Context: an optimization exercise on an open-source flow, tuned for small area, a short achievable clock period and few clock cycles. The choices shown serve that exercise and are no tape-out recipe.
Only simulation tests tie the RTL to the original design; equivalence was not proved.
No activity file was given, so power comes from the tool's default toggle rates.

## flow/run.sh

```bash
#!/bin/bash
set -euo pipefail
bash standard.sh SETUP_SLACK_MARGIN=7.4 'BUFFER_PORTS_ARGS=-buffer_cell sky130_fd_sc_hd__buf_1' finish > make_finish.log 2>&1
```

## standard.sh

```bash
#!/bin/bash
# synth_recipe.tcl (not shown) runs the flow's synth.tcl, then flattens the netlist and writes it again
# the make line also repeats each setting of config.mk as NAME=value (left out here)
make -C /OpenROAD-flow-scripts/flow DESIGN_CONFIG=/design/flow/config.mk WORK_HOME=/design/flow/orfs CLKGATE_MAP_FILE= SYNTH_SCRIPT=/design/flow/synth_recipe.tcl "${@:-finish}"
```

## design.v

```verilog
module lcs_diff #(
    parameter N  = 16,
    parameter TW = 8
) (
    input  wire              clk,
    input  wire              rst,
    input  wire              cmd_valid,
    output wire              cmd_ready,
    input  wire [4:0]        a_len,
    input  wire [4:0]        b_len,
    input  wire [N*TW-1:0]   a_toks,
    input  wire [N*TW-1:0]   b_toks,
    output wire              out_valid,
    input  wire              out_ready,
    output wire [1:0]        out_op,
    output wire [3:0]        out_idx,
    output wire [4:0]        out_len
);
    localparam OP_REM  = 2'd0;
    localparam OP_ADD  = 2'd1;
    localparam OP_KEEP = 2'd2;
    localparam OP_END  = 2'd3;
    localparam E_IDLE = 3'd0;
    localparam E_DP   = 3'd2;
    localparam E_TB   = 3'd3;
    localparam E_EMB  = 3'd4;
    localparam E_DONE = 3'd5;
    localparam E_POST = 3'd6;    
    localparam P_UP1  = 2'd0;
    localparam P_DOWN = 2'd1;
    localparam P_UP2  = 2'd2;
    integer q;
    function [15:0] smear_dn(input [15:0] x);
        reg [15:0] y;
        begin
            y = x;
            y = y | (y >> 1);
            y = y | (y >> 2);
            y = y | (y >> 4);
            y = y | (y >> 8);
            smear_dn = y;
        end
    endfunction
    function [15:0] smear_up(input [15:0] x);
        reg [15:0] y;
        begin
            y = x;
            y = y | (y << 1);
            y = y | (y << 2);
            y = y | (y << 4);
            y = y | (y << 8);
            smear_up = y;
        end
    endfunction
    function himatch(input [15:0] c, input [15:0] mm);
        reg [7:0] a1, m1;
        reg [3:0] a2, m2;
        reg [1:0] a3, m3;
        integer k;
        begin
            for (k = 0; k < 8; k = k + 1) begin
                a1[k] = c[2*k+1] | c[2*k];
                m1[k] = c[2*k+1] ? mm[2*k+1] : (c[2*k] & mm[2*k]);
            end
            for (k = 0; k < 4; k = k + 1) begin
                a2[k] = a1[2*k+1] | a1[2*k];
                m2[k] = a1[2*k+1] ? m1[2*k+1] : m1[2*k];
            end
            for (k = 0; k < 2; k = k + 1) begin
                a3[k] = a2[2*k+1] | a2[2*k];
                m3[k] = a2[2*k+1] ? m2[2*k+1] : m2[2*k];
            end
            himatch = a3[1] ? m3[1] : m3[0];
        end
    endfunction
    function [31:0] low2(input [15:0] x);
        reg [15:0] n0, n1, p0, p1;       
        integer k, d;
        begin
            n0 = ~x;
            n1 = x;
            for (d = 1; d < 16; d = d * 2) begin
                p0 = n0;
                p1 = n1;
                for (k = d; k < 16; k = k + 1) begin
                    n0[k] = p0[k] & p0[k-d];
                    n1[k] = (p1[k] & p0[k-d]) | (p0[k] & p1[k-d]);
                end
            end
            low2 = {x & {n1[14:0], 1'b0}, x & {n0[14:0], 1'b1}};
        end
    endfunction
    function [15:0] lowest(input [15:0] x);
        reg [15:0] z;
        begin
            z = smear_up(x);
            lowest = z & ~(z << 1);
        end
    endfunction
    function [3:0] enc16(input [15:0] x);    
        begin
            enc16[0] = |(x & 16'haaaa);
            enc16[1] = |(x & 16'hcccc);
            enc16[2] = |(x & 16'hf0f0);
            enc16[3] = |(x & 16'hff00);
        end
    endfunction
    function [15:0] dp_row(input [15:0] v, input [15:0] mm);
        reg [15:0] u, gg, pp, cc;
        begin
            u  = v & mm;
            gg = u;                  
            pp = v & ~u;             
            gg = gg | (pp & (gg << 1));  pp = pp & (pp << 1);
            gg = gg | (pp & (gg << 2));  pp = pp & (pp << 2);
            gg = gg | (pp & (gg << 4));  pp = pp & (pp << 4);
            gg = gg | (pp & (gg << 8));
            cc = gg << 1;            
            dp_row = ((v & ~u) ^ cc) | (v & ~mm);
        end
    endfunction
    wire [TW-1:0] A [0:N-1];
    wire [TW-1:0] B [0:N-1];
    genvar g;
    generate
        for (g = 0; g < N; g = g + 1) begin : g_tok
            assign A[g] = a_toks[g*TW +: TW];
            assign B[g] = b_toks[g*TW +: TW];
        end
    endgenerate
    reg [2:0]    e_st;
    reg [2:0]    e_st_n;
    reg [4:0]    m_r, n_r;
    reg          o_r;            
    reg [2:0]    pm1;            
    reg [2:0]    ptr;            
    reg [1:0]    pst;
    reg [2:0]    ptr_d1, ptr_d2, ptr_d3;
    reg          u_first, u_last;    
    reg          t_first, t_last;    
    reg          dum_r;              
    reg [TW-1:0] asel0, asel1;
    reg          av1;
    reg [15:0]   M0, M1;         
    reg [15:0]   Md0, Md1;       
    reg [15:0]   Dr1r;           
    reg [15:0]   vst [0:8];
    reg [15:0]   T, X, Y, GB;
    reg          fail;
    reg [15:0]   PA_e, qthr;
    reg          w_busy;         
    reg          e_pend;         
    reg [4:0]    e_len;
    reg [15:0]   PAs, QBs;       
    reg [15:0]   Xr, sX;         
    reg [3:0]    xidx;           
    reg          hx, hx2;        
    reg [3:0]    w_i, w_j;
    reg [4:0]    a_rem, b_rem;
    reg [4:0]    w_L;
    reg          ov_r;
    reg [1:0]    op_r;
    reg [3:0]    idx_r;
    reg [4:0]    len_r;
    reg          crdy_r;
    reg          is_post;
    reg          blk_r;          
    assign cmd_ready = crdy_r & ~blk_r;
    assign out_valid = ov_r;
    assign out_op    = op_r;
    assign out_idx   = idx_r;
    assign out_len   = len_r;
    wire handoff = cmd_valid & cmd_ready;
    wire       idle  = (e_st == E_IDLE);
    wire       le2   = (a_len[4:2] == 3'd0) && (a_len[1:0] != 2'd3);    
    wire       le4   = (a_len[4:3] == 2'd0) && (a_len[2:0] <= 3'd4);    
    wire [2:0] pe    = idle ? {2'b00, ~le2} : ptr;
    wire [TW-1:0] sel0 = idle ? (le2 ? A[0] : A[2]) : A[{ptr, 1'b0}];
    wire [TW-1:0] sel1 = idle ? (le2 ? A[1] : A[3]) : A[{ptr, 1'b1}];
    wire [3:0] p_cur   = (a_len + 5'd1) >> 1;
    wire [2:0] pm1_cur = p_cur[2:0] - 3'd1;
    wire       sv1     = idle ? !(a_len == 5'd1 || a_len == 5'd3) : !(o_r && ptr == pm1);
    reg  [2:0] ptr_n;
    reg  [1:0] pst_n;
    always @(*) begin
        ptr_n = ptr;
        pst_n = pst;
        if (!cmd_valid || cmd_ready) begin
            ptr_n = 3'd0;
            pst_n = P_UP1;
        end else if (idle) begin
            ptr_n = le2 ? 3'd1 : le4 ? 3'd0 : 3'd2;
            pst_n = le2 ? P_UP2 : le4 ? P_DOWN : P_UP1;
        end else begin
            case (pst)
            P_UP1:  if (ptr == pm1) begin pst_n = P_DOWN; ptr_n = ptr - 3'd1; end
                    else ptr_n = ptr + 3'd1;
            P_DOWN: if (ptr == 3'd0)    pst_n = P_UP2;  else ptr_n = ptr - 3'd1;
            default: if (ptr != 3'd7) ptr_n = ptr + 3'd1;
            endcase
        end
    end
    wire [TW-1:0] opa0 = idle ? A[0] : asel0;
    wire [TW-1:0] opa1 = idle ? A[1] : asel1;
    wire          opv1 = idle ? (a_len != 5'd1) : av1;
    reg [15:0] cmp0, cmp1;
    always @(*) begin
        for (q = 0; q < N; q = q + 1) begin
            cmp0[q] = (B[q] == opa0);
            cmp1[q] = (B[q] == opa1) & opv1;
        end
    end
    wire [15:0] vin = (e_st == E_TB) ? vst[2] : vst[0];
    wire [15:0] V1 = dp_row(vin, M0);
    wire [15:0] V2 = dp_row(V1, M1);
    wire [15:0] Dr2 = ~vst[0] | {16{dum}};
    wire [15:0] Dr1 = Dr1r;
    wire        dum = dum_r;                      
    wire [15:0] c1  = (Md1 | Dr2) & T;
    wire [15:0] S1  = smear_dn(c1);
    wire [15:0] H1  = S1 & ~(S1 >> 1);
    wire        d1  = himatch(c1, Md1);
    wire [15:0] ycol = lowest(Y);
    wire        f1  = d1 ? |(GB & ~S1) : |(Md1 & ycol);
    wire [15:0] GB1 = d1 ? (Md1 & (S1 >> 1)) : GB;
    wire [15:0] yc1 = d1 ? H1 : ycol;
    wire [15:0] ti2 = dum ? T : (S1 >> 1);
    wire [15:0] c2  = (Md0 | Dr1) & ti2;
    wire [15:0] S2s = smear_dn(c2);
    wire [15:0] H2s = S2s & ~(S2s >> 1);
    wire        sc2 = d1 | dum;
    wire [15:0] S2  = sc2 ? S2s : S1;
    wire [15:0] H2  = sc2 ? H2s : H1;
    wire        d2  = sc2 ? himatch(c2, Md0) : |(H1 & Md0);
    wire [15:0] T2  = d2 ? (S2 >> 1) : S2;
    wire        f2  = d2 ? |(GB1 & ~S2) : |(Md0 & yc1);
    wire [15:0] GB2 = d2 ? (Md0 & (S2 >> 1)) : GB1;
    wire [15:0] oh0 = 16'd1 << {ptr_d3, 1'b0};    
    wire [15:0] oh1 = 16'd1 << {ptr_d3, 1'b1};    
    wire        tb_last   = t_first;
    wire        tb_fail_n = fail | f1 | f2;
    wire        tb_pass   = !tb_fail_n && (GB2 == 16'd0);
    wire        fail_n    = (e_st == E_TB) ? (tb_last ? !tb_pass : tb_fail_n)
                          : (e_st == E_IDLE) ? 1'b0 : fail;
    wire [15:0] yr   = Y & qthr;
    wire [15:0] ey1, ey1b;                   
    assign {ey1b, ey1} = low2(yr);
    wire [15:0] z1   = smear_up(Md0 & qthr);
    wire [15:0] l1   = z1 & ~(z1 << 1);
    wire [15:0] z2a  = smear_up(Md1 & qthr);           
    wire [15:0] z2b  = smear_up(Md1 & (z1 << 1));      
    wire        h1   = |(Md0 & ey1);
    wire        h2a  = |(Md1 & ey1);
    wire        h2b  = |(Md1 & ey1b);
    wire        h2   = h1 ? h2b : h2a;
    wire [15:0] z2   = h1 ? z2b : z2a;
    wire [15:0] l2   = z2 & ~(z2 << 1);
    wire [15:0] qt1  = h1 ? (z1 << 1) : qthr;
    wire [15:0] qt2  = h2 ? (z2 << 1) : qt1;
    wire [15:0] ey2  = h1 ? ey1b : ey1;
    wire [15:0] Y1   = h1 ? ((Y & ~ey1) | l1) : Y;
    wire [15:0] Y2   = h2 ? ((Y1 & ~ey2) | l2) : Y1;
    wire        emb_end = t_last || ((Y & qthr) == 16'd0);
    always @(*) begin
        e_st_n = e_st;
        case (e_st)
        E_IDLE: if (cmd_valid)
                    e_st_n = (a_len == 5'd0 || b_len == 5'd0) ? E_DONE : E_DP;
        E_DP:   if (u_last) e_st_n = E_TB;
        E_TB:   if (tb_last) e_st_n = E_POST;
        E_POST: if (fail) e_st_n = emb_end ? E_DONE : E_EMB;
                else      e_st_n = handoff ? E_IDLE : E_DONE;
        E_EMB:  if (emb_end) e_st_n = E_DONE;
        E_DONE: if (handoff) e_st_n = E_IDLE;
        default: e_st_n = E_IDLE;
        endcase
        if (!cmd_valid) e_st_n = E_IDLE;
    end
    always @(posedge clk) begin
        asel0  <= sel0;
        asel1  <= sel1;
        av1    <= sv1;
        M0     <= cmp0;
        M1     <= cmp1;
        Md0    <= M0;
        Md1    <= M1;
        Dr1r   <= ~V1;
        ptr_d3 <= ptr_d2;
        t_first <= u_first;
        t_last  <= u_last;
        dum_r   <= o_r && u_last;
        ptr_d1 <= pe;
        ptr_d2 <= idle ? 3'd0 : ptr_d1;
        u_first <= idle ? 1'b1 : (ptr_d1 == 3'd0);
        u_last  <= idle ? le2  : (ptr_d1 == pm1);
        if (idle || e_st == E_DP) begin
            vst[0] <= idle ? 16'hffff : V2;
            for (q = 1; q < 9; q = q + 1) vst[q] <= vst[q-1];
        end else begin
            for (q = 0; q < 8; q = q + 1) vst[q] <= vst[q+1];
        end
        case (e_st)
        E_IDLE: begin
            m_r   <= a_len;
            n_r   <= b_len;
            o_r   <= a_len[0];
            pm1   <= pm1_cur;
            T     <= ~(16'hffff << b_len);
            X     <= 16'd0;
            Y     <= 16'd0;
            fail  <= 1'b0;
            GB    <= 16'd0;
            PA_e  <= 16'd0;
            qthr  <= 16'hffff;
        end
        E_TB: begin
            T    <= T2;
            X    <= X | (d1 ? oh1 : 16'd0) | (d2 ? oh0 : 16'd0);
            Y    <= Y | (d1 ? H1 : 16'd0) | (d2 ? H2 : 16'd0);
            fail <= fail_n;
            GB   <= GB2;
        end
        E_EMB, E_POST: if (e_st == E_EMB || fail) begin
            PA_e <= PA_e | (h1 ? oh0 : 16'd0) | (h2 ? oh1 : 16'd0);
            qthr <= qt2;
            Y    <= Y2;
        end
        default: ;
        endcase
    end
    wire        a_nz = (a_rem != 5'd0);
    wire        b_nz = (b_rem != 5'd0);
    reg  [1:0]  r_op;
    reg  [3:0]  r_idx;
    always @(*) begin
        if (hx) begin
            if (!PAs[0])      begin r_op = OP_REM;  r_idx = w_i;  end
            else if (!QBs[0]) begin r_op = OP_ADD;  r_idx = w_j;  end
            else              begin r_op = OP_KEEP; r_idx = xidx; end
        end else if (a_nz) begin r_op = OP_REM; r_idx = w_i; end
        else if (b_nz)     begin r_op = OP_ADD; r_idx = w_j; end
        else               begin r_op = OP_END; r_idx = 4'd0; end
    end
    wire        r_keep = hx & PAs[0] & QBs[0];
    wire        adv_i  = hx ? (~PAs[0] | QBs[0]) : a_nz;    
    wire        adv_jk = hx ? PAs[0] : (~a_nz & b_nz);      
    wire        hx_n   = r_keep ? hx2 : hx;
    wire        anz_n  = adv_i ? (a_rem != 5'd1) : a_nz;
    wire        bnz_n  = adv_jk ? (b_rem != 5'd1) : b_nz;
    wire        last   = !hx_n && !anz_n && !bnz_n;
    wire [15:0] sxl    = lowest(sX);
    wire [15:0] exl    = lowest(X);
    wire [15:0] ex2    = X & ~exl;
    wire load_out = !ov_r || out_ready;
    wire w_step   = load_out && !e_pend && w_busy;
    wire w_free_n = w_busy ? (w_step && (last || r_op == OP_END)) : !handoff;
    always @(posedge clk) begin
        if (crdy_r) begin
            PAs   <= fail ? PA_e : X;
            QBs   <= Y;
            Xr    <= X;
            sX    <= ex2;
            xidx  <= enc16(exl);
            hx    <= (X != 16'd0);
            hx2   <= (ex2 != 16'd0);
            w_i   <= 4'd0;
            w_j   <= 4'd0;
            a_rem <= m_r;
            b_rem <= n_r;
            w_L   <= 5'd0;
        end else if (w_step) begin
            if (adv_i) begin
                PAs   <= PAs >> 1;
                w_i   <= w_i + 4'd1;
                a_rem <= a_rem - 5'd1;
            end
            if (adv_jk) begin
                QBs   <= QBs >> 1;
                w_j   <= w_j + 4'd1;
                b_rem <= b_rem - 5'd1;
            end
            if (r_keep) begin
                Xr   <= sX;
                sX   <= sX & ~sxl;
                xidx <= enc16(sxl);
                hx   <= hx2;
                hx2  <= ((sX & ~sxl) != 16'd0);
                w_L  <= w_L + 5'd1;
            end
        end
        if (load_out) begin
            if (e_pend) begin
                op_r  <= OP_END;
                idx_r <= 4'd0;
                len_r <= e_len;
            end else begin
                op_r  <= r_op;
                idx_r <= r_idx;
                len_r <= w_L;
            end
        end
        if (w_step && last && r_op != OP_END)
            e_len <= w_L + {4'd0, r_keep};
        if (rst) begin
            e_st   <= E_IDLE;
            ptr    <= 3'd0;
            pst    <= P_UP1;
            w_busy <= 1'b0;
            e_pend <= 1'b0;
            ov_r   <= 1'b0;
            crdy_r <= 1'b0;
            is_post <= 1'b0;
            blk_r   <= 1'b0;
        end else begin
            e_st   <= e_st_n;
            ptr    <= ptr_n;
            pst    <= pst_n;
            w_busy <= !w_free_n;
            if (load_out) ov_r <= e_pend || w_busy;
            if (load_out && e_pend)
                e_pend <= 1'b0;
            else if (w_step && last && r_op != OP_END)
                e_pend <= 1'b1;
            crdy_r <= (e_st_n == E_DONE || e_st_n == E_POST) && w_free_n;
            is_post <= (e_st_n == E_POST);
            blk_r   <= (e_st_n == E_POST) && fail_n;
        end
    end
endmodule
```

## config.mk

```make
export PLATFORM = sky130hd
export DESIGN_NAME = lcs_diff
export DESIGN_NICKNAME = lcs_diff
export VERILOG_FILES = /design/flow/design.v
export SDC_FILE = /design/flow/constraint.sdc
export NUM_CORES = 4
export LEC_CHECK = 0
export ABC_AREA = 1
export CAP_MARGIN = 15
export CORE_MARGIN = 2
export CORE_UTILIZATION = 40
export SLEW_MARGIN = 15
```

## constraint.sdc

```tcl
create_clock -name core_clock -period 11.0 [get_ports {clk}]
set_input_delay 2.2000 -clock core_clock [delete_from_list [all_inputs] [get_ports {clk}]]
set_output_delay 2.2000 -clock core_clock [all_outputs]
set_load 0.01 [all_outputs]
```

==> impl_metrics.csv, run 1 <==
group,metric,value,unit
finish,drive_gt1_frac,0.108,
setup_path,critPathTopFamily,"simple AND/OR/NAND/NOR gates",
yosys,synth_nets,4391,
finish,areaGrowthSynthToFinish,18.8,%
worst_hold_path,hp-class,"reg2reg",
worst_hold_path,holdPathStages,0,
setup_path,r2r_cells,17,
global_routing,grt_pass1_vias,27600,
route,drc,0,
yosys,yosys.area.top_type,"edfxtp_1",
timing,timing_max_transition_violations_final,0,
yosys,synth_commonest_cells,"nand2_1 (1123), inv_1 (474), nor2_1 (384)",
yosys,muxShareOfSynthArea,0,
route,routed_via_density,5.57,
yosys,yosysUniqueCellTypes,63,
power_and_ir_drop,leakagePower,15.3,nW
route,routed_wl,108000,um
timing,worst_clock_skew,0.0345,ns
timing,rsz0062_at_grt,"yes",
setup_path,r2r-start,"Y[2]",
clocking,path_clk_slew,0.06,ns
setup_path,r2r-end,"fail",
setup_path,critPathKind,"reg2reg",
yosys,synthFlopType,"dfxtp_1",
clocking,numCtsBuffers,53,
setup_path,critical_path_buf_inv_count,3,
timing,hold_violations,0,
placed_design,dpl_worst_slack,6.32,ns
power_and_ir_drop,power,5.30,mW
route,vias,30000,
route,dr.pass1.iters,9,
die,coreArea,71700,um2
clocking,cts_tree,"yes",
worst_hold_path,whs_endpoint,"ptr_d3[1]",
setup_path,path_max_fanout,5,
clocking,worstSkewPairLatency,0.63,ns
placed_design,io_buffers,282,
run,max-cap-violations,0,
timing,fmax,280,MHz
setup_path,cpPeakStageDelay,0.41,ns
global_routing,grt_pass1_wl,161000,um
timing,timing.final.ws_setup,7.43,ns
yosys,synth-compound-area-share,0.165,
route,wl_per_cell,20.1,um
yosys,synth-simple-area-share,0.284,
yosys,synth_top_area_frac,0.212,
run_status,status,"timing/DRC/antenna clean",
setup_path,crit_top_cell,"nand3_1",
die,num_rows,98,
timing,slew_headroom,0.211,
setup_path,start_kind,"register",
power_and_ir_drop,peakVddDrop,0.000121,V
route,postRouteAntennaNets,0,
power_and_ir_drop,p_per_area,154,nW/um2
timing,fin_crit_sh,0.325,
yosys,async_flop_share,0,
timing,finalCriticalPeriod,3.57,ns
yosys,synth_edf_count,205,
yosys,ys_ff_latch,470,
yosys,synth_most_common_cell,"nand2_1",
global_routing,grt_max_degree,99,
global_routing,antenna_found_initial,3,
yosys,synth.avg_cell_area,7.14,um2
clocking,clockBufferDepth,3,
yosys,synth.area.top_cells,"edfxtp_1 (21%), dfxtp_1 (18%), nand2_1 (15%), inv_1 (6.1%), o21ai_0 (5.6%)",
placed_design,dp_hpwl,78700,um
yosys,synth_cells,4067,
yosys,ys_warn_count,2,
setup_path,crit_slowest_cell,"nor3_1",
global_routing,grt_usage,0.275,
die,die_w,273,um
yosys,synth_fa_ha_area_frac,0.0233,
yosys,syn-cell-area,29000,um2
setup_path,cp_cell_sequence,"buf_4, inv_1, nand3_1, nor3_1, nand2_1, inv_1, nand4_1, nand3_1, o31ai_1, nor2_1, nand3_1, nand2_1, nand3_1, a21oi_1, nand2_1, a21oi_1, a21oi_1",
finish,n_fill_cell,7335,
timing,whs,0.322,ns
die,dieArea,74800,um2
clocking,cts_max_level,2,
yosys,synth_top_family_by_area,"simple AND/OR/NAND/NOR gates",
timing,setup_viol,0,
setup_path,r2r_setup_slack,7.43,ns
die,initial_core_util,0.405,
setup_path,crit_arrival,3.89,ns
setup_path,cp.depth,17,
setup_path,required,11.32,ns
finish,nNetsFinal,4710,
yosys,synth-xor-area-share,0.0455,
timing,worst_pin_slew,1.18,ns
die,io_pins,283,
route,drt-initial-drc-count,3396,
timing,tns,0,ns
clocking,cts.sink_count,470,
worst_hold_path,hp-start,"ptr_d2[1]",
yosys,ys_seq_area_frac,0.395,
global_routing,overflow,0,
die,die_h,273,um
setup_path,endpoint_kind,"register",
placed_design,place_congestion,0.990,
clocking,ctsRootBufferMaster,"clkbuf_16",
## power breakdown
group	switching [mW]	internal, mW
Combinational	0.948	0.453
Sequential	0.0840	1.97
Clock	0.778	1.07
Total	1.81	3.49
## what timing repair did
action,4_1_cts,5_1_grt
resized for setup,102,148
buffers inserted,31,46
pin swaps,11,32
hold buffers,0,0
setup endpoints to repair,147,147
cloned,10,8
## cell usage in the layout (no fill, tap or decap), types with 22 or more instances in the layout
| cell type | count |
|---|---|
| nand3_1 | 198 |
| o21ai_0 | 306 |
| nand4_1 | 47 |
| a21oi_1 | 160 |
| inv_1 | 462 |
| edfxtp_1 | 205 |
| buf_1 | 281 |
| nor3_1 | 46 |
| xnor2_1 | 34 |
| dfxtp_1 | 250 |
| o21ai_1 | 22 |
| buf_4 | 100 |
| clkbuf_16 | 60 |
| a221oi_1 | 50 |
| nand2_1 | 1085 |
| ha_1 | 44 |
| xor2_1 | 117 |
| nand2_2 | 55 |
| nor4_1 | 39 |
| o22ai_1 | 74 |
| or2_2 | 23 |
| nor2_1 | 362 |
| o211ai_1 | 32 |
| nor2_4 | 23 |
## cell families after synthesis
group                    count (synthesis)
AO/OA/AOI/OAI                          798
XOR/XNOR                               151
adder cells (fa/ha/maj)                 54
buffers and inverters                  651
flip-flops                             470
AND/OR/NAND/NOR                       1943
## metal layers
metal	vias to the layer above	routed length (um)	track usage
met3	264	9590	0.0443
met4	0	4470	0.0991
met5	-	0	0
met1	13900	44800	0.368
li1	14200	-	-
met2	1573	49200	0.449
## layout make-up
class	instances	area, um2	area share
Multi-Input combinational cell	2953	15700	0.456
Sequential cell	470	11500	0.333
Timing Repair Buffer	399	2190	0.0635
Inverter	505	2010	0.0584
Clock buffer	71	1580	0.0458
Tap cell	950	1190	0.0345
Clock inverter	29	259	0.00751
Timing Repair inverter	4	32.5	0.000943
Antenna cell	3	7.51	0.000218
## worst register-to-register path, cell delays in order, from the launching register on
cell	delay [ns]
edfxtp_1	0.40
buf_4	0.17
inv_1	0.19
nand3_1	0.20
nor3_1	0.42
nand2_1	0.29
inv_1	0.18
nand4_1	0.13
nand3_1	0.11
o31ai_1	0.08
nor2_1	0.20
nand3_1	0.17
nand2_1	0.10
nand3_1	0.06
a21oi_1	0.22
nand2_1	0.09
a21oi_1	0.18
a21oi_1	0.10
## flip-flops by register name, indices dropped and copies added, names as in the netlist, 8 cells and up
| name | count |
|---|---|
| vst | 144 |
| PAs | 16 |
| qthr | 16 |
| M0 | 16 |
| asel1 | 8 |
| PA_e | 16 |
| X | 16 |
| QBs | 16 |
| Md0 | 16 |
| GB | 16 |
| asel0 | 8 |
| M1 | 16 |
| Y | 16 |
| Md1 | 16 |
| T | 16 |
| Dr1r | 16 |
| sX | 15 |
## through the flow
stage,instance area [um2],utilization,std cells
after global routing,34500,0.481,5384
after detailed placement,30900,0.431,5186
after floorplan,29100,-,4067
final,34500,0.481,5384
after CTS,33600,0.468,5327
after global placement,30900,0.431,5186
## worst max-delay path by stage
stage	from	endpoint	slack [ns]
2_1_floorplan	a_len[4]	asel0[3]	7.44
3_3_place_gp	Y[0]	Y[13]	6.39
3_5_place_dp	Y[0]	Y[13]	6.32
4_1_cts	Md1[6]	fail	7.40
5_1_grt	Y[4]	Y[12]	7.31
6_report	Y[2]	fail	7.43
Testbench counts, summed over its fixed seeds: cycles 7,338.
==> run 2: changes to the inputs <==
--- a/design.v
+++ b/design.v
@@ -130,7 +130,6 @@
     endgenerate
     reg [2:0]    e_st;
     reg [2:0]    e_st_n;
-    reg [4:0]    m_r, n_r;
     reg          o_r;            
     reg [2:0]    pm1;            
     reg [2:0]    ptr;            
@@ -161,7 +160,6 @@
     reg          ov_r;
     reg [1:0]    op_r;
     reg [3:0]    idx_r;
-    reg [4:0]    len_r;
     reg          crdy_r;
     reg          is_post;
     reg          blk_r;          
@@ -169,7 +167,7 @@
     assign out_valid = ov_r;
     assign out_op    = op_r;
     assign out_idx   = idx_r;
-    assign out_len   = len_r;
+    assign out_len   = e_len;      
     wire handoff = cmd_valid & cmd_ready;
     wire       idle  = (e_st == E_IDLE);
     wire       le2   = (a_len[4:2] == 3'd0) && (a_len[1:0] != 2'd3);    
@@ -301,8 +299,6 @@
         end
         case (e_st)
         E_IDLE: begin
-            m_r   <= a_len;
-            n_r   <= b_len;
             o_r   <= a_len[0];
             pm1   <= pm1_cur;
             T     <= ~(16'hffff << b_len);
@@ -365,8 +361,8 @@
             hx2   <= (ex2 != 16'd0);
             w_i   <= 4'd0;
             w_j   <= 4'd0;
-            a_rem <= m_r;
-            b_rem <= n_r;
+            a_rem <= a_len;          
+            b_rem <= b_len;
             w_L   <= 5'd0;
         end else if (w_step) begin
             if (adv_i) begin
@@ -392,15 +388,15 @@
             if (e_pend) begin
                 op_r  <= OP_END;
                 idx_r <= 4'd0;
-                len_r <= e_len;
             end else begin
                 op_r  <= r_op;
                 idx_r <= r_idx;
-                len_r <= w_L;
             end
         end
         if (w_step && last && r_op != OP_END)
             e_len <= w_L + {4'd0, r_keep};
+        else if (w_step && r_op == OP_END)
+            e_len <= w_L;
         if (rst) begin
             e_st   <= E_IDLE;
             ptr    <= 3'd0;
--- a/config.mk
+++ b/config.mk
@@ -6,7 +6,7 @@
 export NUM_CORES = 4
 export LEC_CHECK = 0
 export ABC_AREA = 1
-export CAP_MARGIN = 15
+export CAP_MARGIN = 30
 export CORE_MARGIN = 2
 export CORE_UTILIZATION = 40
-export SLEW_MARGIN = 15
+export SLEW_MARGIN = 40
==> impl_metrics.csv, run 2 <==
group,metric,value,unit
setup_path,crit_arrival,4.04,ns
finish,nNetsFinal,4658,
timing,fin_crit_sh,0.322,
die,coreArea,70300,um2
power_and_ir_drop,p_seq_frac,0.376,
global_routing,antenna_found_initial,5,
timing,hold_violations,0,
finish,largest_reg_flops,144,
route,vias,29300,
setup_path,crit_top_cell,"nand3_1",
route,dr.pass1.iters,8,
finish,drive_gt1_frac,0.116,
die,dieArea,73400,um2
yosys,synth_commonest_cells,"nand2_1 (1082), inv_1 (453), nor2_1 (398)",
power_and_ir_drop,clkPwrFrac,0.355,
timing,finalCriticalPeriod,3.54,ns
placed_design,placed_area,30400,um2
global_routing,grt_usage,0.270,
global_routing,grt_pass1_vias,27000,
finish,final_area,34100,um2
power_and_ir_drop,p_int,3.49,mW
timing,timing_max_transition_violations_final,0,
finish,final_common_cell,"nand2_1",
clocking,cts_tree,"yes",
route,routed_wl,105000,um
timing,setup_viol,0,
clocking,cts_max_level,2,
run,max-cap-violations,0,
yosys,synth_nets,4334,
clocking,ctsRootBufferMaster,"clkbuf_16",
power_and_ir_drop,swShare,0.340,
route,drc,0,
timing,slew_headroom,0.443,
timing,tns,0,ns
finish,final_cell_mix,"nand2_1 (1038), inv_1 (439), nor2_1 (371)",
power_and_ir_drop,combPwrFrac,0.269,
timing,worst_pin_slew,0.835,ns
placed_design,dp_hpwl,77300,um
die,num_rows,97,
setup_path,cpPeakStageDelay,0.37,ns
timing,fmax,283,MHz
clocking,clockBufferDepth,3,
yosys,synth_cells,4010,
yosys,synth_most_common_cell,"nand2_1",
yosys,async_flop_share,0,
setup_path,crit_slowest_cell,"a2111oi_0",
setup_path,r2r-end,"fail",
global_routing,grt_pass1_wl,156000,um
finish,regMostFlops,"vst",
yosys,synth.area.top_cells,"edfxtp_1 (20%), dfxtp_1 (19%), nand2_1 (14%), inv_1 (6.0%), o21ai_0 (5.6%)",
setup_path,r2r_setup_slack,7.51,ns
placed_design,place_congestion,1.00,
route,routed_via_density,5.50,
yosys,synth_top_area_frac,0.201,
worst_hold_path,hp-class,"reg2reg",
global_routing,grt_max_degree,103,
power_and_ir_drop,power.switching,1.80,mW
die,io_pins,283,
clocking,worstSkewPairLatency,0.62,ns
yosys,yosys.area.top_type,"edfxtp_1",
die,initial_core_util,0.405,
yosys,ys_seq_area_frac,0.388,
run_status,status,"timing/DRC/antenna clean",
setup_path,critPathKind,"in2reg",
finish,areaGrowthSynthToFinish,19.8,%
route,drt-initial-drc-count,3287,
worst_hold_path,whs_endpoint,"ptr_d3[2]",
setup_path,r2r_cells,22,
power_and_ir_drop,peakVddDrop,0.000112,V
power_and_ir_drop,p_per_area,155,nW/um2
setup_path,critical_path_buf_inv_count,3,
yosys,ys_warn_count,2,
yosys,yosysUniqueCellTypes,66,
setup_path,r2r-start,"dum_r",
die,die_h,271,um
route,postRouteAntennaNets,0,
timing,worst_clock_skew,0.0316,ns
worst_hold_path,holdPathStages,0,
yosys,synth_edf_count,191,
timing,rsz0062_at_grt,"yes",
clocking,numCtsBuffers,53,
yosys,ys_ff_latch,456,
placed_design,io_buffers,282,
worst_hold_path,hp-start,"ptr_d2[2]",
yosys,syn-cell-area,28500,um2
route,wl_per_cell,19.7,um
global_routing,overflow,0,
power_and_ir_drop,leakagePower,14.9,nW
setup_path,endpoint_kind,"register",
yosys,synthFlopType,"dfxtp_1",
yosys,synth.avg_cell_area,7.10,um2
clocking,cts.sink_count,456,
setup_path,path_max_fanout,7,
setup_path,required,11.51,ns
setup_path,critPathTopFamily,"compound AO/OA/AOI/OAI gates",
setup_path,start_kind,"input port",
die,die_w,271,um
setup_path,cp_cell_sequence,"buf_1, inv_1, nand3_1, nand2_4, o21ai_4, buf_4, o21ai_0, a2111oi_0, nand3_1, nor3_1",
clocking,holdBufCountCts,0,
clocking,path_clk_slew,0.06,ns
-- run 2: cell count changes in the layout (fill, tap and decap cells not counted), sizes merged, moves of 9 or more --
cell    change
nand3      -10
xnor2      +27
inv        -22
nand2      -38
edfxtp     -14
o22ai      -14
nor2        +9
-- run 2: worst max path at each step --
stage	endpoint	cells past startpoint	slack, ns	from
after detailed placement	Y[13]	20	6.17	Y[6]
after CTS	Y[11]	20	7.40	Y[0]
after global routing	Y[14]	23	7.34	Y[0]
final	M1[6]	10	7.46	a_len[2]
after floorplan	M1[14]	10	7.42	a_len[1]
after global placement	Y[13]	20	6.23	Y[6]
-- run 2: per-layer routing --
layer	GRT usage	wire length, um
met5	0	11
met3	0.0399	9160
met4	0.107	4360
met2	0.429	46900
met1	0.370	44500
-- run 2: kinds of logic (layout without fill, tap and decap cells) --
logic type	after synthesis	after routing	synth area share
AO/OA/AOI/OAI	776	777	0.163
AND/OR/NAND/NOR	1918	1922	0.285
flip-flops	456	456	0.388
other	0	2	0
adder cells (fa/ha/maj)	54	54	0.0237
XOR/XNOR	177	177	0.0544
buffers and inverters	629	992	0.0870
-- run 2: what timing repair did --
action,4_1_cts,5_1_grt
cloned,9,6
setup buffers,16,76
endpoints found under the setup margin,146,166
resized for setup,111,165
pin swaps,15,36
-- run 2: metrics by stage --
stage / setup slack, ns / utilization / total power [mW] / hold slack, ns / std cells
floorplan: 7.42 / - / 2.85 / 0.310 / 4010
finish: 7.46 / 0.486 / 5.28 / 0.328 / 5320
CTS: 7.40 / 0.468 / 5.18 / 0.330 / 5236
detailed placement: 6.17 / 0.432 / 3.24 / 0.315 / 5112
global route: 7.34 / 0.486 / 5.51 / 0.341 / 5320
global placement: 6.23 / 0.432 / 3.24 / 0.310 / 5112
-- run 2: area by class of cell --
class	instances	area, um2
Timing Repair inverter	5	38.8
Sequential cell	456	11100
Multi-Input combinational cell	2930	15800
Clock buffer	70	1540
Clock inverter	29	337
Inverter	481	1890
Antenna cell	2	5.00
Tap cell	940	1180
Timing Repair Buffer	407	2300
Fill cell	6997	36100
-- run 2: power groups by stage --
stage	combinational, mW	sequential, mW	clock, mW
finish	1.42	1.99	1.88
global route	1.54	2.00	1.97
CTS	1.29	1.98	1.91
detailed placement	1.22	2.02	0
global placement	1.22	2.02	0
floorplan	0.861	1.99	0
Testbench counts of run 2, summed over its fixed seeds: cycles 7,338.
==> run 3: changes to the inputs <==
--- a/config.mk
+++ b/config.mk
@@ -9,4 +9,5 @@
 export CAP_MARGIN = 30
 export CORE_MARGIN = 2
 export CORE_UTILIZATION = 40
+export CTS_BUF_LIST = sky130_fd_sc_hd__clkbuf_8
 export SLEW_MARGIN = 40
==> impl_metrics.csv, run 3 <==
group,metric,value,unit
run_status,status,"timing/DRC/antenna clean",
route,routed_via_density,5.52,
timing,tns,0,ns
finish,final_cell_mix,"nand2_1 (1046), inv_1 (464), nor2_1 (371)",
setup_path,r2r_cells,23,
global_routing,grt_usage,0.274,
die,num_rows,97,
finish,final_area,33800,um2
timing,worst_clock_skew,0.0525,ns
clocking,numCtsBuffers,81,
timing,finalCriticalPeriod,3.54,ns
placed_design,place_congestion,1.00,
timing,rsz0062_at_grt,"yes",
run,max-cap-violations,0,
die,die_w,271,um
route,routed_wl,107000,um
yosys,yosys.area.top_type,"edfxtp_1",
power_and_ir_drop,leakagePower,14.8,nW
power_and_ir_drop,p_per_area,147,nW/um2
worst_hold_path,hp-start,"ptr_d2[2]",
yosys,synth_nets,4334,
finish,nNetsFinal,4678,
global_routing,antenna_found_initial,5,
setup_path,endpoint_kind,"register",
route,wl_per_cell,19.9,um
yosys,async_flop_share,0,
clocking,holdBufCountCts,0,
die,initial_core_util,0.405,
clocking,cts.sink_count,456,
global_routing,grt_max_degree,103,
setup_path,critPathKind,"reg2reg",
setup_path,r2r-end,"Y[14]",
worst_hold_path,whs_endpoint,"ptr_d3[2]",
clocking,path_clk_slew,0.06,ns
finish,regMostFlops,"vst",
worst_hold_path,hp-class,"reg2reg",
timing,timing_max_transition_violations_final,0,
setup_path,crit_arrival,3.97,ns
placed_design,placed_area,30400,um2
global_routing,overflow,0,
die,io_pins,283,
clocking,ctsRootBufferMaster,"clkbuf_8",
setup_path,required,11.43,ns
setup_path,path_max_fanout,14,
finish,regArea,11100,um2
yosys,synth_commonest_cells,"nand2_1 (1082), inv_1 (453), nor2_1 (398)",
timing,hold_violations,0,
yosys,ys_warn_count,2,
yosys,synth_edf_count,191,
yosys,syn-cell-area,28500,um2
route,vias,29600,
clocking,worstSkewPairLatency,0.72,ns
yosys,synth_cells,4010,
finish,largest_reg_flops,144,
yosys,ys_seq_area_frac,0.388,
clocking,cts_tree,"yes",
route,drt-initial-drc-count,3289,
clocking,cts_max_level,3,
die,dieArea,73400,um2
route,dr.pass1.iters,9,
yosys,yosysUniqueCellTypes,66,
power_and_ir_drop,power,4.95,mW
yosys,ys_ff_latch,456,
global_routing,grt_pass1_vias,27300,
finish,areaGrowthSynthToFinish,18.5,%
placed_design,dp_hpwl,77300,um
timing,setup_viol,0,
die,die_h,271,um
power_and_ir_drop,peakVddDrop,0.0000801,V
route,postRouteAntennaNets,0,
yosys,synth_most_common_cell,"nand2_1",
setup_path,start_kind,"register",
route,drc,0,
finish,multi_input_area,15700,um2
clocking,clockBufferDepth,3,
timing,worst_pin_slew,0.838,ns
worst_hold_path,holdPathStages,0,
global_routing,grt_pass1_wl,158000,um
finish,drive_gt1_frac,0.116,
timing,slew_headroom,0.441,
timing,fin_crit_sh,0.322,
setup_path,r2r_setup_slack,7.46,ns
yosys,synth.area.top_cells,"edfxtp_1 (20%), dfxtp_1 (19%), nand2_1 (14%), inv_1 (6.0%), o21ai_0 (5.6%)",
timing,fmax,282,MHz
die,coreArea,70300,um2
placed_design,io_buffers,282,
finish,post-route-util,0.481,
finish,final_common_cell,"nand2_1",
yosys,synth_top_area_frac,0.201,
yosys,synth.avg_cell_area,7.10,um2
finish,n_fill_cell,7076,
setup_path,r2r-start,"Y[5]",
yosys,synthFlopType,"dfxtp_1",
run 3: changes by cell type in the layout (fill, tap and decap cells not counted), moves of 3 or more:
cell	previous run	this run
clkbuf_8	5	92
clkbuf_16	60	4
inv_1	439	464
clkinv_1	8	17
buf_4	101	93
clkbuf_1	8	0
nand2_1	1038	1046
nand2_2	66	59
o21ai_1	20	26
bufinv_16	6	1
o21ai_0	299	295
o21ai_2	14	11
run 3: how the worst max path moves through the flow:
stage                     startpoint  endpoint  depth (start not counted)
final                           Y[5]     Y[14]                         23
after global routing            Y[4]     Y[14]                         23
after CTS                      dum_r      fail                         20
after detailed placement        Y[6]     Y[13]                         20
after global placement          Y[6]     Y[13]                         20
after floorplan             a_len[1]    M1[14]                         10
run 3: area by class of cell:
class                   count  share of cell area
repair buffers            398              0.0672
inverters                 481              0.0564
diodes                      4            0.000296
clock buffers              91              0.0371
multi-input cells        2931               0.466
flip-flops and latches    456               0.328
clock inverters            59             0.00941
repair inverters            5             0.00115
well taps                 940              0.0348
run 3: layer usage:
metal	vias to the layer above	GRT usage	part of all wire
li1	14100	-	-
met4	2	0.125	0.043
met2	1595	0.431	0.45
met1	13700	0.370	0.42
met5	-	0	0.00010
met3	238	0.0421	0.090
run 3: logic make-up (layout without fill, tap and decap cells):
kind of cell    count (synthesis)  in the layout  share of synthesized area
simple gates                 1918           1923                      0.285
flops                         456            456                      0.388
fa+ha+maj                      54             54                     0.0237
compound gates                776            777                      0.163
xor+xnor                      177            177                     0.0544
other cells                     0              4                          0
buf+inv                       629           1034                     0.0870
run 3: timing repair:
item                       4_1_cts  5_1_grt
setup endpoints to repair      146      116
pin swaps                       13       37
buffers inserted                17       64
gates cloned                    10        8
gates resized for setup        116      152
run 3: where the power goes:
group,switching [mW],total [mW],internal (mW)
clock network,0.758,1.55,0.792
logic,0.969,1.42,0.448
registers,0.0856,1.99,1.90
total,1.81,4.95,3.14
run 3: stage by stage:
| stage | setup WS (ns) | instances | hold slack (ns) |
|---|---|---|---|
| after floorplan | 7.42 | 4010 | 0.310 |
| after global placement | 6.23 | 5112 | 0.310 |
| after detailed placement | 6.17 | 5112 | 0.315 |
| after CTS | 7.40 | 5289 | 0.328 |
| after global routing | 7.30 | 5364 | 0.337 |
| final | 7.46 | 5365 | 0.324 |
run 3: worst max-delay path, stage by stage, from the launching register on:
cell and delay (ns):
edfxtp_1 0.47, nand2_2 0.14, ha_2 0.24, inv_1 0.10
nor2_4 0.17, nand4_1 0.24, o22ai_1 0.24, nor2_1 0.09
nand4_1 0.10, nor2_2 0.07, buf_12 0.16, inv_4 0.11
buf_12 0.17, nand2_4 0.09, nor2_4 0.13, nand2_1 0.10
a21oi_2 0.18, nand3_1 0.11, nand2_1 0.08, nand2_1 0.07
nand2_1 0.07, nand2_1 0.04, nand3_1 0.06, nand2_1 0.05
==> run 4: changes to the inputs <==
==> flow/run.sh (replaced) <==
#!/bin/bash
set -euo pipefail
bash standard.sh SETUP_SLACK_MARGIN=7.6 'BUFFER_PORTS_ARGS=-buffer_cell sky130_fd_sc_hd__buf_1' finish > make_finish.log 2>&1
--- a/config.mk
+++ b/config.mk
@@ -9,5 +9,4 @@
 export CAP_MARGIN = 30
 export CORE_MARGIN = 2
 export CORE_UTILIZATION = 40
-export CTS_BUF_LIST = sky130_fd_sc_hd__clkbuf_8
 export SLEW_MARGIN = 40
==> impl_metrics.csv, run 4 <==
group,metric,value,unit
yosys,synth_commonest_cells,"nand2_1 (1082), inv_1 (453), nor2_1 (398)",
route,drt-initial-drc-count,3401,
route,wl_per_cell,20.4,um
worst_hold_path,hp-class,"reg2reg",
placed_design,dpl_worst_slack,6.01,ns
yosys,synth.avg_cell_area,7.10,um2
yosys,synthFlopType,"dfxtp_1",
finish,final_area,35000,um2
die,initial_core_util,0.405,
global_routing,grt_usage,0.285,
finish,nNetsFinal,4719,
clocking,ctsRootBufferMaster,"clkbuf_16",
yosys,yosys.area.top_type,"edfxtp_1",
worst_hold_path,hp-start,"ptr_d2[1]",
yosys,ys_seq_area_frac,0.388,
die,io_pins,283,
finish,drive_gt1_frac,0.147,
power_and_ir_drop,peakVddDrop,0.000113,V
global_routing,overflow,0,
yosys,synth_nets,4334,
timing,fin_crit_sh,0.315,
finish,largest_reg_flops,144,
clocking,worstSkewPairLatency,0.62,ns
power_and_ir_drop,p_int,3.38,mW
setup_path,endpoint_kind,"output port",
power_and_ir_drop,p_seq_frac,0.380,
yosys,synth_top_area_frac,0.201,
clocking,cts.sink_count,456,
global_routing,grt_pass1_wl,164000,um
clocking,clockBufferDepth,3,
clocking,path_clk_slew,0.06,ns
finish,final_cells,5378,
finish,post-route-util,0.499,
power_and_ir_drop,power.switching,1.86,mW
clocking,cts_tree,"yes",
power_and_ir_drop,power,5.24,mW
yosys,synth-simple-area-share,0.285,
yosys,synth_edf_count,191,
placed_design,dp_hpwl,79900,um
setup_path,path_max_fanout,2,
route,routed_via_density,5.57,
setup_path,start_kind,"register",
finish,final_cell_mix,"nand2_1 (1023), inv_1 (423), nor2_1 (358)",
setup_path,cp-startpoint,"crdy_r",
setup_path,cp_cell_sequence,"inv_12, nor2_4, buf_6",
finish,final_common_cell,"nand2_1",
yosys,synth.area.top_cells,"edfxtp_1 (20%), dfxtp_1 (19%), nand2_1 (14%), inv_1 (6.0%), o21ai_0 (5.6%)",
placed_design,place_congestion,0.999,
clocking,holdBufCountCts,0,
timing,timing_max_transition_violations_final,0,
timing,rsz0062_at_grt,"yes",
timing,fmax,289,MHz
yosys,ys_warn_count,2,
setup_path,cpPeakStageDelay,0.39,ns
timing,timing.final.ws_setup,7.53,ns
timing,hold_violations,0,
power_and_ir_drop,p_per_area,150,nW/um2
die,dieArea,73400,um2
yosys,syn-cell-area,28500,um2
yosys,synth-compound-area-share,0.163,
yosys,yosysUniqueCellTypes,66,
route,routed_wl,110000,um
timing,finalCriticalPeriod,3.47,ns
finish,areaGrowthSynthToFinish,23.0,%
clocking,numCtsBuffers,51,
yosys,synth_most_common_cell,"nand2_1",
yosys,async_flop_share,0,
timing,slew_headroom,0.464,
die,coreArea,70300,um2
setup_path,critPathKind,"reg2out",
die,num_rows,97,
run_status,status,"timing/DRC/antenna clean",
run,max-cap-violations,0,
power_and_ir_drop,leakagePower,15.2,nW
yosys,muxShareOfSynthArea,0,
timing,worst_clock_skew,0.0288,ns
yosys,synth_top_family_by_area,"simple AND/OR/NAND/NOR gates",
clocking,cts_max_level,2,
timing,setup_viol,0,
global_routing,grt_pass1_vias,27600,
placed_design,placed_area,30400,um2
route,postRouteAntennaNets,0,
power_and_ir_drop,clkPwrFrac,0.327,
die,die_w,271,um
power_and_ir_drop,combPwrFrac,0.293,
route,drc,0,
yosys,synth-xor-area-share,0.0544,
route,dr.pass1.iters,6,
timing,whs,0.325,ns
yosys,synth_fa_ha_area_frac,0.0237,
finish,regMostFlops,"vst",
power_and_ir_drop,swShare,0.355,
setup_path,r2r-start,"qthr[0]",
timing,worst_pin_slew,0.804,ns
finish,diodes,0,
die,die_h,271,um
setup_path,required,8.80,ns
placed_design,dpl.cell_count,5108,
setup_path,crit_slowest_cell,"dfxtp_4",
global_routing,antenna_found_initial,0,
setup_path,crit_arrival,1.27,ns
route,vias,30000,
placed_design,io_buffers,282,
yosys,synth_cells,4010,
global_routing,grt_max_degree,92,
timing,tns,0,ns
yosys,ys_ff_latch,456,
==> run 4: cells by family (layout without fill, tap and decap cells) <==
group,after synthesis,in the layout
buffers and inverters,629,1052
xor gates and xnor gates,177,177
adders and majority gates,54,54
and+or+nand+nor,1918,1923
DFF,456,456
AOI/OAI and AO/OA,776,776
==> run 4: repair_timing <==
item,4_1_cts,5_1_grt
pin swaps,24,76
cloned,14,4
setup buffers,62,94
gates resized for setup,192,211
endpoints found under the hold margin,0,0
endpoints found under the setup margin,224,90
==> run 4: path summary, 6_finish.rpt <==
check	endpoint	slack, ns	depth (start not counted)
hold / removal	ptr_d3[1]	0.33	0
hold reg to reg	ptr_d3[1]	0.33	0
setup reg to reg	Y[14]	7.69	23
setup / recovery	cmd_ready	7.53	3
==> run 4: worst max-delay path: cells and delay by family (launching register included) <==
kind          cells  cell delay [ns]
buf+inv           2             0.15
flops             1             0.39
simple gates      1             0.11
==> run 4: layer usage <==
layer  GRT usage  routed length, um  vias up
li1            -                  -    14100
met1       0.383              45600    14000
met2       0.458              49400     1549
met3      0.0439               9770      282
met4       0.117               5110        0
met5           0                  0        -
==> run 4: power groups by stage <==
stage               Sequential, mW  Clock, mW  Combinational [mW]
floorplan                     1.99          0               0.864
global placement              2.02          0                1.22
detailed placement            2.03          0                1.22
CTS                           1.99       1.73                1.36
global route                  2.01       1.80                1.65
finish                        1.99       1.71                1.54
==> run 4: layout make-up <==
type / count / area [um2]
Fill cell: 7064 / 35200
Multi-Input combinational cell: 2930 / 16300
Sequential cell: 456 / 11100
Timing Repair Buffer: 469 / 2880
Inverter: 481 / 1930
Clock buffer: 74 / 1510
Tap cell: 940 / 1180
Clock inverter: 22 / 155
Timing Repair inverter: 6 / 45.0
==> run 5: changes to the inputs <==
==> flow/run.sh (replaced) <==
#!/bin/bash
set -euo pipefail
bash standard.sh SETUP_SLACK_MARGIN=7.8 'BUFFER_PORTS_ARGS=-buffer_cell sky130_fd_sc_hd__buf_1' finish > make_finish.log 2>&1
==> impl_metrics.csv, run 5 <==
group,metric,value,unit
setup_path,start_kind,"register",
run,max-cap-violations,0,
yosys,muxShareOfSynthArea,0,
yosys,synth.avg_cell_area,7.10,um2
timing,timing_max_transition_violations_final,0,
clocking,cts_tree,"yes",
timing,setup_viol,0,
die,coreArea,70300,um2
yosys,async_flop_share,0,
timing,hold_violations,0,
setup_path,required,8.80,ns
yosys,synth-compound-area-share,0.163,
route,routed_wl,117000,um
finish,final_cell_mix,"nand2_1 (951), inv_1 (397), nor2_1 (319)",
yosys,synth_most_common_cell,"nand2_1",
finish,n_fill_cell,6551,
finish,final_common_cell,"nand2_1",
finish,drive_gt1_frac,0.235,
yosys,ys_ff_latch,456,
die,io_pins,283,
finish,diodes,0,
die,initial_core_util,0.405,
clocking,cts.sink_count,456,
timing,finalCriticalPeriod,3.53,ns
clocking,cts_max_level,2,
global_routing,grt_pass1_wl,168000,um
setup_path,path_max_fanout,2,
clocking,worstSkewPairLatency,0.62,ns
route,drt-initial-drc-count,3507,
placed_design,place_congestion,0.950,
timing,worst_clock_skew,0.0192,ns
global_routing,grt_pass1_vias,28100,
route,wl_per_cell,21.0,um
die,dieArea,73400,um2
finish,final_area,38700,um2
setup_path,r2r_setup_slack,7.59,ns
clocking,path_clk_slew,0.06,ns
finish,post-route-util,0.551,
yosys,ys_seq_area_frac,0.388,
global_routing,grt_usage,0.293,
finish,nNetsFinal,4893,
finish,regMostFlops,"vst",
yosys,yosys.area.top_type,"edfxtp_1",
yosys,synth-xor-area-share,0.0544,
global_routing,grt_max_degree,84,
die,die_h,271,um
yosys,synth_top_area_frac,0.201,
route,dr.pass1.iters,8,
run_status,status,"timing/DRC/antenna clean",
yosys,yosysUniqueCellTypes,66,
yosys,synth_nets,4334,
placed_design,dp_hpwl,78300,um
timing,tns,0,ns
route,routed_via_density,5.66,
timing,worst_pin_slew,0.978,ns
die,die_w,271,um
yosys,synth_edf_count,191,
yosys,synth_commonest_cells,"nand2_1 (1082), inv_1 (453), nor2_1 (398)",
route,vias,31400,
yosys,synth-simple-area-share,0.285,
finish,largest_reg_flops,144,
placed_design,io_buffers,282,
clocking,numCtsBuffers,51,
route,drc,0,
yosys,synth_fa_ha_area_frac,0.0237,
power_and_ir_drop,p_per_area,149,nW/um2
yosys,synth.area.top_cells,"edfxtp_1 (20%), dfxtp_1 (19%), nand2_1 (14%), inv_1 (6.0%), o21ai_0 (5.6%)",
setup_path,crit_arrival,1.33,ns
finish,areaGrowthSynthToFinish,35.9,%
clocking,clockBufferDepth,3,
timing,fmax,283,MHz
timing,rsz0062_at_grt,"yes",
yosys,syn-cell-area,28500,um2
timing,fin_crit_sh,0.321,
power_and_ir_drop,leakagePower,16.9,nW
route,postRouteAntennaNets,0,
clocking,holdBufCountCts,0,
yosys,synth_cells,4010,
setup_path,critPathKind,"reg2out",
global_routing,antenna_found_initial,2,
global_routing,overflow,0,
clocking,ctsRootBufferMaster,"clkbuf_16",
yosys,synthFlopType,"dfxtp_1",
timing,slew_headroom,0.343,
die,num_rows,97,
yosys,synth_top_family_by_area,"simple AND/OR/NAND/NOR gates",
yosys,ys_warn_count,2,
placed_design,placed_area,30600,um2
setup_path,endpoint_kind,"output port",
power_and_ir_drop,peakVddDrop,0.000123,V
worst_hold_path,hp-class,"reg2reg",
[run 5: per-layer routing]
layer  share of wire  global-route usage
met1            0.40               0.400
met2            0.45               0.470
met4           0.052              0.0954
met5         0.00022                   0
met3           0.099              0.0482
[run 5: final timing paths]
check / startpoint / to / depth (start not counted)
worst max-delay path: crdy_r / cmd_ready / 4
worst min-delay path: ptr_d2[0] / ptr_d3[0] / 0
worst max register to register: Md0[14] / fail / 20
worst min register to register: ptr_d2[0] / ptr_d3[0] / 0
[run 5: layout make-up]
type	instances	area, um2	area share
timing repair buffer	640	4850	0.125
timing repair inverter	7	88.8	0.00230
clock buffer	71	1510	0.0389
clock inverter	25	274	0.00708
sequential	456	11100	0.287
multi-input combinational	2932	17700	0.457
tap	940	1180	0.0304
inverter	481	2010	0.0520
[run 5: metrics by stage]
stage,total power [mW],hold WS (ns),std cells,setup WS (ns)
final,5.75,0.326,5552,7.47
after global routing,5.97,0.333,5552,7.43
after global placement,3.24,0.311,5106,6.36
after detailed placement,3.24,0.315,5107,6.26
after CTS,5.35,0.328,5375,7.43
after floorplan,2.87,0.310,4010,7.60
[run 5: where the power goes]
group / leakage, nW / internal, mW / total [mW] / switching [mW]
Clock: 0.878 / 1.06 / 1.81 / 0.752
Sequential: 4.05 / 1.90 / 1.98 / 0.0859
Combinational: 11.9 / 0.761 / 1.96 / 1.19
[run 5: cells by family after synthesis]
family,count (synthesis)
buf+inv,629
compound gates,776
fa+ha+maj,54
simple gates,1918
xor+xnor,177
flops,456
[run 5: repair_timing]
item                       CTS  global route
buffers inserted           150           167
setup endpoints to repair  246           112
gates resized for setup    325           510
cloned                      22            10
pin swaps                   76           181
[run 5: critical path: stages (launching register included)]
cell     delay [ns]
dfxtp_4        0.35
buf_12         0.10
inv_6          0.03
nor2_4         0.12
buf_6          0.12
==> run 6: changes to the inputs <==
--- a/design.v
+++ b/design.v
@@ -297,28 +297,25 @@
         end else begin
             for (q = 0; q < 8; q = q + 1) vst[q] <= vst[q+1];
         end
+        T    <= (e_st == E_TB) ? T2 : ~(16'hffff << b_len);
+        GB   <= (e_st == E_TB) ? GB2 : 16'd0;
+        qthr <= (e_st == E_EMB || (e_st == E_POST && fail)) ? qt2 : 16'hffff;
         case (e_st)
         E_IDLE: begin
             o_r   <= a_len[0];
             pm1   <= pm1_cur;
-            T     <= ~(16'hffff << b_len);
             X     <= 16'd0;
             Y     <= 16'd0;
             fail  <= 1'b0;
-            GB    <= 16'd0;
             PA_e  <= 16'd0;
-            qthr  <= 16'hffff;
         end
         E_TB: begin
-            T    <= T2;
             X    <= X | (d1 ? oh1 : 16'd0) | (d2 ? oh0 : 16'd0);
             Y    <= Y | (d1 ? H1 : 16'd0) | (d2 ? H2 : 16'd0);
             fail <= fail_n;
-            GB   <= GB2;
         end
         E_EMB, E_POST: if (e_st == E_EMB || fail) begin
             PA_e <= PA_e | (h1 ? oh0 : 16'd0) | (h2 ? oh1 : 16'd0);
-            qthr <= qt2;
             Y    <= Y2;
         end
         default: ;
@@ -393,10 +390,8 @@
                 idx_r <= r_idx;
             end
         end
-        if (w_step && last && r_op != OP_END)
+        if (w_step && (last || r_op == OP_END))
             e_len <= w_L + {4'd0, r_keep};
-        else if (w_step && r_op == OP_END)
-            e_len <= w_L;
         if (rst) begin
             e_st   <= E_IDLE;
             ptr    <= 3'd0;
==> flow/run.sh (replaced) <==
#!/bin/bash
set -euo pipefail
bash standard.sh SETUP_SLACK_MARGIN=7.4 'BUFFER_PORTS_ARGS=-buffer_cell sky130_fd_sc_hd__buf_1' finish > make_finish.log 2>&1
--- a/config.mk
+++ b/config.mk
@@ -9,4 +9,5 @@
 export CAP_MARGIN = 30
 export CORE_MARGIN = 2
 export CORE_UTILIZATION = 40
+export CTS_BUF_LIST = sky130_fd_sc_hd__clkbuf_8
 export SLEW_MARGIN = 40
==> impl_metrics.csv, run 6 <==
group,metric,value,unit
run_status,status,"timing/DRC/antenna clean",
setup_path,r2r_setup_slack,7.43,ns
timing,slew_headroom,0.467,
yosys,synth_top_area_frac,0.222,
setup_path,r2r-end,"Y[14]",
yosys,syn-cell-area,28200,um2
yosys,yosys.area.top_type,"dfxtp_1",
setup_path,cp-startpoint,"a_toks[9]",
setup_path,critPathKind,"in2reg",
finish,drive_gt1_frac,0.109,
global_routing,overflow,0,
finish,largest_reg_flops,144,
yosys,async_flop_share,0,
setup_path,required,11.61,ns
finish,nNetsFinal,4662,
clocking,ctsRootBufferMaster,"clkbuf_8",
yosys,synth_nets,4358,
route,dr.pass1.iters,6,
setup_path,crit_end,"M1[2]",
die,num_rows,97,
placed_design,place_congestion,0.987,
power_and_ir_drop,p_per_area,145,nW/um2
route,wl_per_cell,20.0,um
placed_design,io_buffers,282,
finish,regMostFlops,"vst",
die,die_h,269,um
power_and_ir_drop,peakVddDrop,0.0000774,V
global_routing,grt_pass1_wl,159000,um
global_routing,grt_max_degree,102,
worst_hold_path,holdPathStages,0,
setup_path,endpoint_kind,"register",
die,initial_core_util,0.403,
worst_hold_path,hp-class,"reg2reg",
timing,fin_crit_sh,0.329,
clocking,holdBufCountCts,0,
setup_path,path_max_fanout,13,
yosys,synth.area.top_cells,"dfxtp_1 (22%), edfxtp_1 (15%), nand2_1 (15%), inv_1 (6.1%), nor2_1 (5.5%)",
power_and_ir_drop,leakagePower,14.9,nW
finish,areaGrowthSynthToFinish,17.5,%
yosys,synthFlopType,"dfxtp_1",
timing,tns,0,ns
power_and_ir_drop,power,4.81,mW
yosys,synth_most_common_cell,"nand2_1",
timing,worst_pin_slew,0.799,ns
global_routing,grt_usage,0.278,
clocking,numCtsBuffers,82,
placed_design,dp_hpwl,79000,um
die,dieArea,72600,um2
global_routing,gr-usage-met3,0.0470,
route,drc,0,
timing,hold_violations,0,
finish,post-route-util,0.474,
clocking,path_clk_slew,0.06,ns
yosys,synth_commonest_cells,"nand2_1 (1105), inv_1 (456), nor2_1 (410)",
yosys,synth_edf_count,143,
yosys,ys_warn_count,2,
finish,final_common_cell,"nand2_1",
clocking,clockBufferDepth,3,
finish,final_cell_mix,"nand2_1 (1074), inv_1 (472), nor2_1 (372)",
yosys,ys_ff_latch,456,
die,io_pins,283,
global_routing,grt_util_met1,0.365,
setup_path,r2r-start,"qthr[5]",
clocking,worstSkewPairLatency,0.70,ns
global_routing,grtUsageMet2,0.439,
route,routed_wl,107000,um
setup_path,start_kind,"input port",
route,vias,29200,
die,coreArea,69900,um2
global_routing,antenna_found_initial,6,
timing,worst_clock_skew,0.0573,ns
finish,final_area,33100,um2
yosys,synth_cells,4034,
global_routing,grt_pass1_vias,27100,
clocking,cts_tree,"yes",
timing,fmax,277,MHz
timing,setup_viol,0,
die,die_w,269,um
setup_path,crit_arrival,4.22,ns
route,drt-initial-drc-count,2868,
timing,finalCriticalPeriod,3.62,ns
placed_design,placed_area,30100,um2
yosys,synth.avg_cell_area,6.99,um2
yosys,yosysUniqueCellTypes,69,
clocking,cts_max_level,3,
run,max-cap-violations,0,
timing,rsz0062_at_grt,"yes",
setup_path,r2r_cells,18,
route,postRouteAntennaNets,0,
timing,timing_max_transition_violations_final,0,
route,routed_via_density,5.46,
clocking,cts.sink_count,456,
yosys,ys_seq_area_frac,0.375,
global_routing,grt.busiest_layer,"met2",
run 6: worst min path at each step:
stage                 to  slack, ns  startpoint
2_1_floorplan  ptr_d3[0]       0.31   ptr_d2[0]
3_3_place_gp   ptr_d3[2]       0.31   ptr_d2[2]
3_5_place_dp   ptr_d3[2]       0.31   ptr_d2[2]
4_1_cts        ptr_d3[2]       0.32   ptr_d2[2]
5_1_grt        ptr_d3[2]       0.33   ptr_d2[2]
6_report       ptr_d3[2]       0.32   ptr_d2[2]
run 6: layout make-up:
type	instances	area, um2
Clock inverter	56	369
Multi-Input combinational cell	2950	15900
Inverter	488	1940
Antenna cell	2	5.00
Timing Repair Buffer	357	1840
Sequential cell	456	10600
Tap cell	940	1180
Fill cell	7287	36800
Clock buffer	96	1320
Timing Repair inverter	3	22.5
run 6: repair_timing:
item | CTS | global route
setup endpoints to repair | 149 | 97
gates resized for setup | 82 | 143
setup buffers | 13 | 34
gates cloned | 5 | 8
hold endpoints to repair | 0 | 0
pin swaps | 12 | 33
run 6: cells by family after synthesis:
family | synth area share
compound gates | 0.167
fa+ha+maj | 0.0240
xor+xnor | 0.0565
buf+inv | 0.0888
simple gates | 0.289
flops | 0.375
run 6: worst max-delay path, stage by stage:
cell	delay, ns
buf_1	0.23
nand2_1	0.09
nand2_1	0.36
clkinv_2	0.43
a2111oi_1	0.65
nand2_1	0.11
nor3_1	0.15
run 6: power breakdown:
part | switching [mW] | internal [mW]
clock network | 0.765 | 0.876
registers | 0.0765 | 1.86
logic | 0.844 | 0.388
run 6: routing by layer:
metal  wire length, um  up-vias
met5                 0        -
met4              5950        0
met3              8340      295
met2             47100     1416
met1             45400    13500
li1                  -    14000
run 6: stage by stage:
stage / instances / worst slack [ns] / hold WS [ns]
6_report: 5348 / 7.38 / 0.317
3_3_place_gp: 5134 / 6.14 / 0.313
5_1_grt: 5348 / 7.33 / 0.327
3_5_place_dp: 5134 / 6.08 / 0.314
4_1_cts: 5304 / 7.40 / 0.323
2_1_floorplan: 4034 / 7.35 / 0.310
Testbench counts of run 6, summed over its fixed seeds: cycles 7,338.
==> run 7: changes to the inputs <==
==> flow/run.sh (replaced) <==
#!/bin/bash
set -euo pipefail
bash standard.sh SETUP_SLACK_MARGIN=7.6 'BUFFER_PORTS_ARGS=-buffer_cell sky130_fd_sc_hd__buf_1' finish > make_finish.log 2>&1
==> impl_metrics.csv, run 7 <==
group,metric,value,unit
power_and_ir_drop,leakagePower,15.6,nW
yosys,synthFlopType,"dfxtp_1",
route,vias,29900,
route,wl_per_cell,20.2,um
route,drc,0,
route,drt-initial-drc-count,3186,
yosys,synth_nets,4358,
route,routed_via_density,5.50,
die,initial_core_util,0.403,
placed_design,io_buffers,282,
finish,regMostFlops,"vst",
setup_path,required,8.80,ns
yosys,yosysUniqueCellTypes,69,
clocking,ctsRootBufferMaster,"clkbuf_8",
route,routed_wl,110000,um
global_routing,grt_usage,0.284,
yosys,async_flop_share,0,
placed_design,dpl.cell_count,5134,
global_routing,grt_pass1_vias,27800,
die,num_rows,97,
setup_path,crit_arrival,1.42,ns
yosys,yosys.area.top_type,"dfxtp_1",
die,dieArea,72600,um2
setup_path,endpoint_kind,"output port",
clocking,cts_max_level,3,
yosys,synth_commonest_cells,"nand2_1 (1105), inv_1 (456), nor2_1 (410)",
timing,rsz0062_at_grt,"yes",
die,io_pins,283,
clocking,worstSkewPairLatency,0.71,ns
timing,hold_violations,0,
yosys,ys_seq_area_frac,0.375,
timing,fmax,276,MHz
route,dr.pass1.iters,19,
clocking,path_clk_slew,0.06,ns
finish,largest_reg_flops,144,
die,coreArea,69900,um2
yosys,synth.avg_cell_area,6.99,um2
clocking,cts.sink_count,456,
finish,drive_gt1_frac,0.162,
timing,tns,0,ns
finish,nNetsFinal,4750,
power_and_ir_drop,p_per_area,143,nW/um2
placed_design,place_congestion,1.02,
yosys,synth_top_area_frac,0.222,
placed_design,dp_hpwl,78000,um
timing,fin_crit_sh,0.329,
setup_path,start_kind,"register",
finish,multi_input_area,16800,um2
timing,timing_max_transition_violations_final,0,
finish,regArea,10600,um2
timing,slew_headroom,0.450,
global_routing,grt_pass1_wl,162000,um
power_and_ir_drop,peakVddDrop,0.0000857,V
yosys,ys_ff_latch,456,
yosys,synth_cells,4034,
finish,final_cells,5444,
timing,setup_viol,0,
die,die_h,269,um
clocking,numCtsBuffers,82,
worst_hold_path,hp-class,"reg2reg",
finish,areaGrowthSynthToFinish,24.1,%
finish,final_common_cell,"nand2_1",
clocking,clockBufferDepth,3,
yosys,synth_most_common_cell,"nand2_1",
finish,n_fill_cell,7105,
global_routing,grt_max_degree,89,
finish,final_cell_mix,"nand2_1 (1033), inv_1 (453), nor2_1 (360)",
route,postRouteAntennaNets,0,
run_status,status,"timing/DRC/antenna clean",
setup_path,path_max_fanout,2,
timing,worst_clock_skew,0.0539,ns
==> run 7: cell count changes in the layout (fill, tap and decap cells not counted), moves of 19 or more <==
| cell | delta |
|---|---|
| buf_4 | +71 |
| nand2_1 | -41 |
| nand2_2 | +30 |
| nand3_1 | -25 |
| nor2_4 | +25 |
| nand3_2 | +21 |
| inv_1 | -19 |
==> run 7: metrics by stage <==
step / total power [mW] / setup slack [ns] / hold slack (ns) / utilization / instance area, um2
final: 5.01 / 7.38 / 0.326 / 0.501 / 35000
after global routing: 5.23 / 7.33 / 0.342 / 0.500 / 35000
after CTS: 4.82 / 7.30 / 0.329 / 0.475 / 33200
after detailed placement: 3.03 / 5.72 / 0.313 / 0.431 / 30100
after global placement: 3.03 / 5.73 / 0.311 / 0.431 / 30100
after floorplan: 2.72 / 7.55 / 0.310 / - / 28300
==> run 7: logic make-up after synthesis <==
family                   count (synthesis)  synth area share
buffers and inverters                  635            0.0888
AND/OR/NAND/NOR                       1929             0.289
flip-flops                             456             0.375
adder cells (fa/ha/maj)                 54            0.0240
XOR/XNOR                               182            0.0565
AO/OA/AOI/OAI                          778             0.167
==> run 7: layout make-up <==
| class | instances | area share |
|---|---|---|
| Multi-Input combinational cell | 2953 | 0.480 |
| Sequential cell | 456 | 0.303 |
| Timing Repair Buffer | 442 | 0.0765 |
| Inverter | 488 | 0.0558 |
| Clock buffer | 103 | 0.0405 |
| Tap cell | 940 | 0.0336 |
| Clock inverter | 47 | 0.00905 |
| Antenna cell | 12 | 0.000858 |
| Timing Repair inverter | 3 | 0.000822 |
==> run 7: where the power goes <==
part	switching, mW	leakage (nW)	internal (mW)
Clock	0.761	0.972	0.940
Combinational	0.903	10.7	0.462
Sequential	0.0790	3.98	1.86
==> run 7: path summary, 6_finish.rpt <==
check                 start  slack [ns]         to  cells after the start
hold / removal    ptr_d2[2]        0.33  ptr_d3[2]                      0
hold reg to reg   ptr_d2[2]        0.33  ptr_d3[2]                      0
setup / recovery     crdy_r        7.38  cmd_ready                      4
setup reg to reg      dum_r        7.59       fail                     22
==> run 7: per-layer routing <==
| metal | global-route usage | vias up | routed length, um |
|---|---|---|---|
| li1 | - | 14200 | - |
| met1 | 0.378 | 13800 | 45600 |
| met2 | 0.446 | 1640 | 48200 |
| met3 | 0.0460 | 328 | 10200 |
| met4 | 0.144 | 0 | 5860 |
| met5 | 0 | - | 0 |
==> run 7: what timing repair did <==
| item | CTS | global route |
|---|---|---|
| hold buffers | 0 | 0 |
| setup endpoints to repair | 142 | 120 |
| cloned | 11 | 9 |
| buffers inserted | 59 | 69 |
| pin swaps | 33 | 101 |
| gates resized for setup | 178 | 287 |
==> run 7: worst max-delay path: stages (launching register included) <==
cell,delay (ns)
dfxtp_4,0.36
buf_12,0.10
inv_6,0.03
nor2_4,0.13
buf_6,0.13

Check on run 7: ideal ports give 7.379 ns setup slack; a clkbuf_16 on the clock port and buf_2 on the inputs give 7.322 ns; moving port delays by the midpoint clock arrival (0.740 ns) as well gives 6.936 ns.
